Source: an optimization exercise on an open RTL-to-GDS flow (aim: small area). Production flows keep margins and buffers that such runs may drop.
Where RTL was checked, it was by simulation tests only, not by an equivalence proof against the original.

==> juniper: inputs <==
// magicgen
module magicgen (
    input  wire         clk,
    input  wire         rst,
    input  wire         cmd_valid,
    output wire         cmd_ready,
    input  wire [129:0] cmd_word,
    output wire         rsp_valid,
    input  wire         rsp_ready,
    output wire [40:0]  rsp_word
);
Settings: LEC_CHECK=0, CAP_MARGIN=20, CORE_MARGIN=2, CORE_UTILIZATION=40, PLACE_DENSITY=0.6, SLEW_MARGIN=20; clock period 20.0 ns.
standard.sh (not shown) runs the stock make flow with config.mk's settings and CLKGATE_MAP_FILE= SYNTH_SCRIPT=/design/flow/synth_recipe.tcl, a recipe that flattens the netlist after the stock synthesis.
==> flow/flow/run.sh <==
#!/bin/bash
# Standard synthesis, then the standard layout with: ports buffered with
# buf_1; a clock tree of a few clkbuf_8 clusters, without dummy loads.
set -euo pipefail
bash standard.sh synth > synth.log 2>&1
bash standard.sh "BUFFER_PORTS_ARGS=-buffer_cell sky130_fd_sc_hd__buf_1" \
  "CTS_ARGS=-sink_clustering_enable -repair_clock_nets -dont_use_dummy_load -buf_list sky130_fd_sc_hd__clkbuf_8 -sink_clustering_size 80 -sink_clustering_max_diameter 300" \
  finish > layout.log 2>&1
==> amber (differences from juniper) <==
==> flow/design.v (replaced) <==
module magicgen (
    input  wire         clk,
    input  wire         rst,
    input  wire         cmd_valid,
    output wire         cmd_ready,
    input  wire [129:0] cmd_word,
    output wire         rsp_valid,
    input  wire         rsp_ready,
    output wire [40:0]  rsp_word
);
    localparam [3:0] PH_INIT = 4'd0;
    localparam [3:0] PH_P1   = 4'd1;
    localparam [3:0] PH_X0   = 4'd2;
    localparam [3:0] PH_P2   = 4'd3;
    localparam [3:0] PH_P3   = 4'd4;
    localparam [3:0] PH_FL   = 4'd5;
    localparam [3:0] PH_MUL  = 4'd6;
    localparam [3:0] PH_HEN  = 4'd7;
    localparam [3:0] PH_DONE = 4'd8;
    reg        rv;
    reg  [3:0] ph;
    reg  [6:0] cnt;
    reg [32:0] r1;
    reg [32:0] r2;
    reg [31:0] r3;
    reg        qs;
    reg  [1:0] st;
    reg  [1:0] opr;
    wire [1:0]  op = cmd_word[129:128];
    wire [31:0] bw = cmd_word[95:64];
    wire [63:0] a  = cmd_word[63:0];
    wire [31:0] D  = a[31:0];
    wire cMul = (op == 2'd0);
    wire cS   = (op == 2'd1);
    wire cU   = (op == 2'd2);
    wire cInv = (op == 2'd3);
    reg  nr;
    wire isMul = (opr == 2'd0);
    wire isS   = (opr == 2'd1);
    wire isU   = (opr == 2'd2);
    wire isInv = (opr == 2'd3);
    wire neg   = nr;
    wire done = (ph == PH_DONE);
    assign cmd_ready = ~rv & (~cmd_valid | done);
    assign rsp_valid = rv;
    wire oU = (opr == 2'd2);
    wire oM = opr[0] ^ opr[1];
    assign rsp_word  = {st, r2[32] & oU, {r3[6], r3[4:0]} & {6{oM}}, r2[31:0]};
    wire in_range = (a[63:32] == 32'h0) || (a[63:31] == {33{1'b1}});
    wire d_zero   = (D[31:1] == 31'h0);
    wire d_ones   = (D == 32'hFFFFFFFF);
    reg  [1:0] err;
    always @(*) begin
        err = 2'd0;
        if (!cMul && !in_range)            err = 2'd1;
        else if (cS && (d_zero || d_ones)) err = 2'd2;
        else if (cU && d_zero)             err = 2'd2;
        else if (cInv && !D[0])            err = 2'd3;
    end
    wire p_P1  = (ph == PH_P1);
    wire p_X0  = (ph == PH_X0);
    wire p_P2  = (ph == PH_P2);
    wire p_P3  = (ph == PH_P3);
    wire p_FL  = (ph == PH_FL);
    wire p_MUL = (ph == PH_MUL);
    wire p_HEN = (ph == PH_HEN);
    wire p_INI = (ph == PH_INIT);
    wire cnt_end = (cnt == r3[6:0]);
    wire [6:0] cnt_inc;
    wire       cnt_co;
    rca #(.W(7)) u_inc (.a(cnt), .b(7'd0), .ci(1'b1), .s(cnt_inc), .co(cnt_co));
    wire inv1 = ~neg & ~p_HEN;
    wire [32:0] b1 = {~p_HEN, D ^ {32{inv1}}};
    wire [32:0] s1;
    wire        ge;
    rca #(.W(33)) u_add1 (.a(r1), .b(b1), .ci(inv1), .s(s1), .co(ge));
    wire c_nx = p_P1 ? (((cnt == 7'd0) & isS) | ((cnt == 7'd31) & neg))
                     : (isU | (isInv & (cnt == 7'd32)));
    wire        take = p_HEN ? r1[0] : (ge & ~p_MUL);
    wire [32:0] sel  = take ? s1 : r1;
    wire [32:0] r1_nxt = p_HEN ? {1'b0, sel[32:1]} : {sel[31:0], c_nx};
    wire g2  = (p_P2 & ~qs) | (p_MUL & r1[31]) | p_X0;
    wire c2  = (p_P1 | p_X0) ? qs : ((p_P3 | p_FL) ? (qs ^ neg) : 1'b0);
    wire ci2 = p_X0 ? ~neg : (p_P2 ? (~qs & neg) : (p_FL & (isS | isU) & ~neg));
    wire [32:0] b2 = ({1'b0, r3} & {33{g2}}) ^ {33{p_X0}};
    wire [32:0] s2;
    wire        s2_co;
    rca #(.W(33)) u_add2 (.a({r2[31:0], c2}), .b(b2), .ci(ci2), .s(s2), .co(s2_co));
    wire x_pos  = ~s2[32] & (s2 != 33'h0);
    wire p2_stop = p_P2 & (cnt != 7'd0) & (x_pos | (isU & cnt[6]));
    wire [6:0] pfin = (cnt[6:5] == 2'b00) ? 7'd32 : cnt;
    always @(posedge clk) begin
        if (p_INI)
            r1 <= {1'b0, D[31:1] & {31{~cS & ~cU}}, (D[0] & cMul) | cU};
        else if (p_X0 || p2_stop)
            r1 <= {31'h0, isS, isU};
        else
            r1 <= r1_nxt;
        if (rst) begin
            rv <= 1'b0;
            ph <= PH_INIT;
        end else if (rv) begin
            if (rsp_ready) rv <= 1'b0;
        end else if (!cmd_valid) begin
            ph <= PH_INIT;
        end else begin
            cnt <= cnt_inc;
            case (ph)
            PH_INIT: begin
                st  <= err;
                opr <= (err != 2'd0) ? 2'd0 : op;
                r2  <= 33'h0;
                r3  <= cMul ? bw : 32'd33;
                nr  <= cS & D[31];
                qs  <= 1'b0;
                cnt <= 7'd0;
                if (err != 2'd0) ph <= PH_DONE;
                else if (cMul)   ph <= PH_MUL;
                else if (cInv)   ph <= PH_HEN;
                else             ph <= PH_P1;
            end
            PH_P1: begin
                qs <= ge;
                r2 <= s2;
                if (cnt == 7'd32) begin
                    r3 <= isU ? ~sel[31:0] : {1'b0, ~sel[30:0]};
                    ph <= PH_X0;
                end
            end
            PH_X0: begin
                r2  <= s2;
                qs  <= 1'b0;
                cnt <= 7'd0;
                ph  <= PH_P2;
            end
            PH_P2: begin
                qs <= ge;
                if (p2_stop) begin
                    r2     <= {33{neg}};
                    r3[6:0] <= pfin;
                    qs     <= 1'b0;
                    cnt    <= 7'd1;
                    ph     <= PH_P3;
                end else if (cnt != 7'd0) begin
                    r2 <= s2;
                end
            end
            PH_P3: begin
                qs <= ge;
                r2 <= s2;
                if (cnt_end) ph <= PH_FL;
            end
            PH_FL: begin
                r2 <= s2;
                ph <= PH_DONE;
            end
            PH_MUL: begin
                r2 <= s2;
                if (cnt == 7'd31) ph <= PH_DONE;
            end
            PH_HEN: begin
                if (cnt == 7'd31) begin
                    cnt <= 7'd1;
                    ph  <= PH_P3;
                end
            end
            PH_DONE: begin
                if (cmd_ready) begin
                    rv <= 1'b1;
                    ph <= PH_INIT;
                end
            end
            default: ph <= PH_INIT;
            endcase
        end
    end
endmodule
module rca #(parameter W = 8) (
    input  wire [W-1:0] a,
    input  wire [W-1:0] b,
    input  wire         ci,
    output wire [W-1:0] s,
    output wire         co
);
    wire [W:0] c;
    assign c[0] = ci;
    genvar i;
    generate
        for (i = 0; i < W; i = i + 1) begin : g_bit
            assign s[i]   = a[i] ^ b[i] ^ c[i];
            assign c[i+1] = (a[i] & b[i]) | (c[i] & (a[i] ^ b[i]));
        end
    endgenerate
    assign co = c[W];
endmodule
==> flow/flow/run.sh (replaced) <==
#!/bin/bash
# The standard flow's synthesis with an area-oriented ABC mapping script, then the
# standard layout with: ports buffered with buf_1; a clock tree of a few
# clkbuf_8 clusters, without dummy loads.
set -euo pipefail
export OWN_WORK=$PWD
export OWN_ABC_SCRIPT=$PWD/flow/abc_area.script
bash standard.sh "SYNTH_SCRIPT=$PWD/flow/own_synth.tcl" synth > synth.log 2>&1
bash standard.sh "BUFFER_PORTS_ARGS=-buffer_cell sky130_fd_sc_hd__buf_1" \
  "CTS_ARGS=-sink_clustering_enable -repair_clock_nets -dont_use_dummy_load -buf_list sky130_fd_sc_hd__clkbuf_8 -sink_clustering_size 80 -sink_clustering_max_diameter 300" \
  finish > layout.log 2>&1
==> flow/flow/abc_area.script (new file) <==
&get -n
&st
&dch
&nf
&put
==> flow/flow/own_synth.tcl (new file) <==
# The standard flow's synthesis script (synth_recipe.tcl), with the final ABC mapping run
# with an area-oriented script (no buffering or gate upsizing). Registers are
# mapped before this step, so they are the same as in the standard synthesis.
proc abc {args} {
  set i [lsearch -exact $args -script]
  if { $i >= 0 } {
    set args [lreplace $args $i [expr {$i + 1}] -script $::env(OWN_ABC_SCRIPT)]
  }
  yosys abc {*}$args
}
source $::env(OWN_WORK)/synth_recipe.tcl
==> xenon (differences from juniper) <==
==> flow/design.v (replaced) <==
module magicgen (
    input  wire         clk,
    input  wire         rst,
    input  wire         cmd_valid,
    output wire         cmd_ready,
    input  wire [129:0] cmd_word,
    output wire         rsp_valid,
    input  wire         rsp_ready,
    output wire [40:0]  rsp_word
);
    localparam [3:0] PH_INIT = 4'd0;
    localparam [3:0] PH_P1   = 4'd1;
    localparam [3:0] PH_X0   = 4'd2;
    localparam [3:0] PH_P2   = 4'd3;
    localparam [3:0] PH_P3   = 4'd4;
    localparam [3:0] PH_FL   = 4'd5;
    localparam [3:0] PH_MUL  = 4'd6;
    localparam [3:0] PH_HEN  = 4'd7;
    localparam [3:0] PH_DONE = 4'd8;
    reg        rv;
    reg  [3:0] ph;
    reg  [6:0] cnt;
    reg [32:0] r1;
    reg [32:0] r2;
    reg [31:0] r3;
    reg        qs;
    reg  [1:0] st;
    reg  [1:0] opr;
    wire [1:0]  op = cmd_word[129:128];
    wire [31:0] bw = cmd_word[95:64];
    wire [63:0] a  = cmd_word[63:0];
    wire [31:0] D  = a[31:0];
    wire cMul = (op == 2'd0);
    wire cS   = (op == 2'd1);
    wire cU   = (op == 2'd2);
    wire cInv = (op == 2'd3);
    reg  nr;
    wire isMul = (opr == 2'd0);
    wire isS   = (opr == 2'd1);
    wire isU   = (opr == 2'd2);
    wire isInv = (opr == 2'd3);
    wire neg   = nr;
    wire done = (ph == PH_DONE);
    assign cmd_ready = ~rv & (~cmd_valid | done);
    assign rsp_valid = rv;
    wire oU = (opr == 2'd2);
    wire oM = opr[0] ^ opr[1];
    assign rsp_word  = {st, r2[32] & oU, {r3[6], r3[4:0]} & {6{oM}}, r2[31:0]};
    wire in_range = (a[63:32] == 32'h0) || (a[63:31] == {33{1'b1}});
    wire d_zero   = (D[31:1] == 31'h0);
    wire d_ones   = (D == 32'hFFFFFFFF);
    reg  [1:0] err;
    always @(*) begin
        err = 2'd0;
        if (!cMul && !in_range)            err = 2'd1;
        else if (cS && (d_zero || d_ones)) err = 2'd2;
        else if (cU && d_zero)             err = 2'd2;
        else if (cInv && !D[0])            err = 2'd3;
    end
    wire p_P1  = (ph == PH_P1);
    wire p_X0  = (ph == PH_X0);
    wire p_P2  = (ph == PH_P2);
    wire p_P3  = (ph == PH_P3);
    wire p_FL  = (ph == PH_FL);
    wire p_MUL = (ph == PH_MUL);
    wire p_HEN = (ph == PH_HEN);
    wire p_INI = (ph == PH_INIT);
    wire cnt_end = (cnt == r3[6:0]);
    wire [6:0] cnt_inc;
    wire       cnt_co;
    rca #(.W(7)) u_inc (.a(cnt), .b(7'd0), .ci(1'b1), .s(cnt_inc), .co(cnt_co));
    wire inv1 = ~neg & ~p_HEN;
    wire [32:0] b1 = {~p_HEN, D ^ {32{inv1}}};
    wire [32:0] s1;
    wire        ge;
    rca #(.W(33)) u_add1 (.a(r1), .b(b1), .ci(inv1), .s(s1), .co(ge));
    wire c_nx = p_P1 ? (((cnt == 7'd0) & isS) | ((cnt == 7'd31) & neg))
                     : (isU | (isInv & (cnt == 7'd32)));
    wire        take = p_HEN ? r1[0] : (ge & ~p_MUL);
    wire [32:0] sel  = take ? s1 : r1;
    wire [32:0] r1_nxt = p_HEN ? {1'b0, sel[32:1]} : {sel[31:0], c_nx};
    wire g2  = (p_P2 & ~qs) | (p_MUL & r1[31]) | p_X0;
    wire c2  = (p_P1 | p_X0) ? qs : ((p_P3 | p_FL) ? (qs ^ neg) : 1'b0);
    wire ci2 = p_X0 ? ~neg : (p_P2 ? (~qs & neg) : (p_FL & (isS | isU) & ~neg));
    wire [32:0] b2 = ({1'b0, r3} & {33{g2}}) ^ {33{p_X0}};
    wire [32:0] s2;
    wire        s2_co;
    rca #(.W(33)) u_add2 (.a({r2[31:0], c2}), .b(b2), .ci(ci2), .s(s2), .co(s2_co));
    wire x_pos  = ~s2[32] & (s2 != 33'h0);
    wire p2_stop = p_P2 & (cnt != 7'd0) & (x_pos | (isU & cnt[6]));
    wire [6:0] pfin = (cnt[6:5] == 2'b00) ? 7'd32 : cnt;
    always @(posedge clk) begin
        if (p_INI)
            r1 <= {1'b0, D[31:1] & {31{~cS & ~cU}}, (D[0] & cMul) | cU};
        else if (p_X0 || p2_stop)
            r1 <= {31'h0, isS, isU};
        else
            r1 <= r1_nxt;
        if (rst) begin
            rv <= 1'b0;
            ph <= PH_INIT;
        end else if (rv) begin
            if (rsp_ready) rv <= 1'b0;
        end else if (!cmd_valid) begin
            ph <= PH_INIT;
        end else begin
            cnt <= cnt_inc;
            case (ph)
            PH_INIT: begin
                st  <= err;
                opr <= (err != 2'd0) ? 2'd0 : op;
                r2  <= 33'h0;
                r3  <= cMul ? bw : 32'd33;
                nr  <= cS & D[31];
                qs  <= 1'b0;
                cnt <= 7'd0;
                if (err != 2'd0) ph <= PH_DONE;
                else if (cMul)   ph <= PH_MUL;
                else if (cInv)   ph <= PH_HEN;
                else             ph <= PH_P1;
            end
            PH_P1: begin
                qs <= ge;
                r2 <= s2;
                if (cnt == 7'd32) begin
                    r3 <= isU ? ~sel[31:0] : {1'b0, ~sel[30:0]};
                    ph <= PH_X0;
                end
            end
            PH_X0: begin
                r2  <= s2;
                qs  <= 1'b0;
                cnt <= 7'd0;
                ph  <= PH_P2;
            end
            PH_P2: begin
                qs <= ge;
                if (p2_stop) begin
                    r2     <= {33{neg}};
                    r3[6:0] <= pfin;
                    qs     <= 1'b0;
                    cnt    <= 7'd1;
                    ph     <= PH_P3;
                end else if (cnt != 7'd0) begin
                    r2 <= s2;
                end
            end
            PH_P3: begin
                qs <= ge;
                r2 <= s2;
                if (cnt_end) ph <= PH_FL;
            end
            PH_FL: begin
                r2 <= s2;
                ph <= PH_DONE;
            end
            PH_MUL: begin
                r2 <= s2;
                if (cnt == 7'd31) ph <= PH_DONE;
            end
            PH_HEN: begin
                if (cnt == 7'd31) begin
                    cnt <= 7'd1;
                    ph  <= PH_P3;
                end
            end
            PH_DONE: begin
                if (cmd_ready) begin
                    rv <= 1'b1;
                    ph <= PH_INIT;
                end
            end
            default: ph <= PH_INIT;
            endcase
        end
    end
endmodule
module rca #(parameter W = 8) (
    input  wire [W-1:0] a,
    input  wire [W-1:0] b,
    input  wire         ci,
    output wire [W-1:0] s,
    output wire         co
);
    wire [W:0] c;
    assign c[0] = ci;
    genvar i;
    generate
        for (i = 0; i < W; i = i + 1) begin : g_bit
            assign s[i]   = a[i] ^ b[i] ^ c[i];
            assign c[i+1] = (a[i] & b[i]) | (c[i] & (a[i] ^ b[i]));
        end
    endgenerate
    assign co = c[W];
endmodule
==> flow/flow/run.sh (replaced) <==
#!/bin/bash
# Standard synthesis, then the standard layout with: ports buffered with
# buf_1; a clock tree of a few clkbuf_8 clusters, without dummy loads.
set -euo pipefail
bash standard.sh synth > synth.log 2>&1
bash standard.sh "BUFFER_PORTS_ARGS=-buffer_cell sky130_fd_sc_hd__buf_1" \
  "CTS_ARGS=-sink_clustering_enable -repair_clock_nets -dont_use_dummy_load -buf_list sky130_fd_sc_hd__clkbuf_8 -sink_clustering_size 30 -sink_clustering_max_diameter 100" \
  finish > layout.log 2>&1
==> reports/qor.yml <==
r2r_end: "cnt[3]"
synth_compound_area_share_pct: 18.11
slowest_delay_ns: 0.61
status: "timing/DRC/antenna clean"
final_cell_mix: "buf_1, a21oi_1, edfxtp_1"
n_all_buffers: 155
grt_first_pass_wirelength_um: 34960
fin_util_pct: 46.32
drt_wl_total_um: 21480
timing.final.ws_setup_ns: 1.095
die_h_um: 145.8
met1Wirelength_um: 10130
[end of results for amber]
==> reports/qor.yml <==
status: "timing/DRC/antenna clean"
period_share_pct: 97.01
r2r_end: "r3[5]"
synth_compound_area_share_pct: 13.70
n_all_buffers: 178
timing.final.ws_setup_ns: 0.5970
met1Wirelength_um: 10050
ys_warn_count: 1
die_h_um: 148.7
drt_wl_total_um: 21230
critPathSlowestCell: "fa_1"
fin_util_pct: 46.13
grt_first_pass_wirelength_um: 33150
slowest_delay_ns: 0.45
cp-end-kind: "flop"
synth.mux.area_fraction_pct: 3.601
[end of results for juniper]
==> reports/qor.yml <==
timing.final.ws_setup_ns: 1.434
n_all_buffers: 157
r2r_end: "cnt[2]"
status: "timing/DRC/antenna clean"
synth_compound_area_share_pct: 11.66
die_h_um: 149.8
slowest_delay_ns: 0.45
drt_wl_total_um: 21920
[end of results for xenon]
Function not checked in juniper: the RTL went through the layout flow alone.

[afterwards: timing with drivers on the ports]
No port has a modelled driver above. Below, the same layouts with a new extraction and two added sets of constraints. Step 1 (the two cells are an assumption about what drives the block):
set clk [get_ports {clk}]
set_driving_cell -lib_cell sky130_fd_sc_hd__clkbuf_16 $clk
set_driving_cell -lib_cell sky130_fd_sc_hd__buf_2 [delete_from_list [all_inputs] $clk]
Step 2 times the ports against the registers' clock, not the clock port: input delays grow and output delays shrink by t, the midpoint of the rising clock arrivals with the driver on. Three values: ideal ports, drivers, drivers and shift; two values: the first two.
run | t (ns) | setup WS [ns] | worst slew at a driven data input, ns
juniper | 0.478 | 0.597 / 0.611 / 0.134 | 0.06
amber | 0.484 | 1.095 / 1.107 / 0.623 | 0.05
xenon | 0.478 | 1.434 / 1.444 / 0.966 | 0.04
After both steps every run listed still meets setup and hold. The setup slack of amber, which loses most, moves by +0.012 ns with the drivers and by -0.472 ns with both steps.
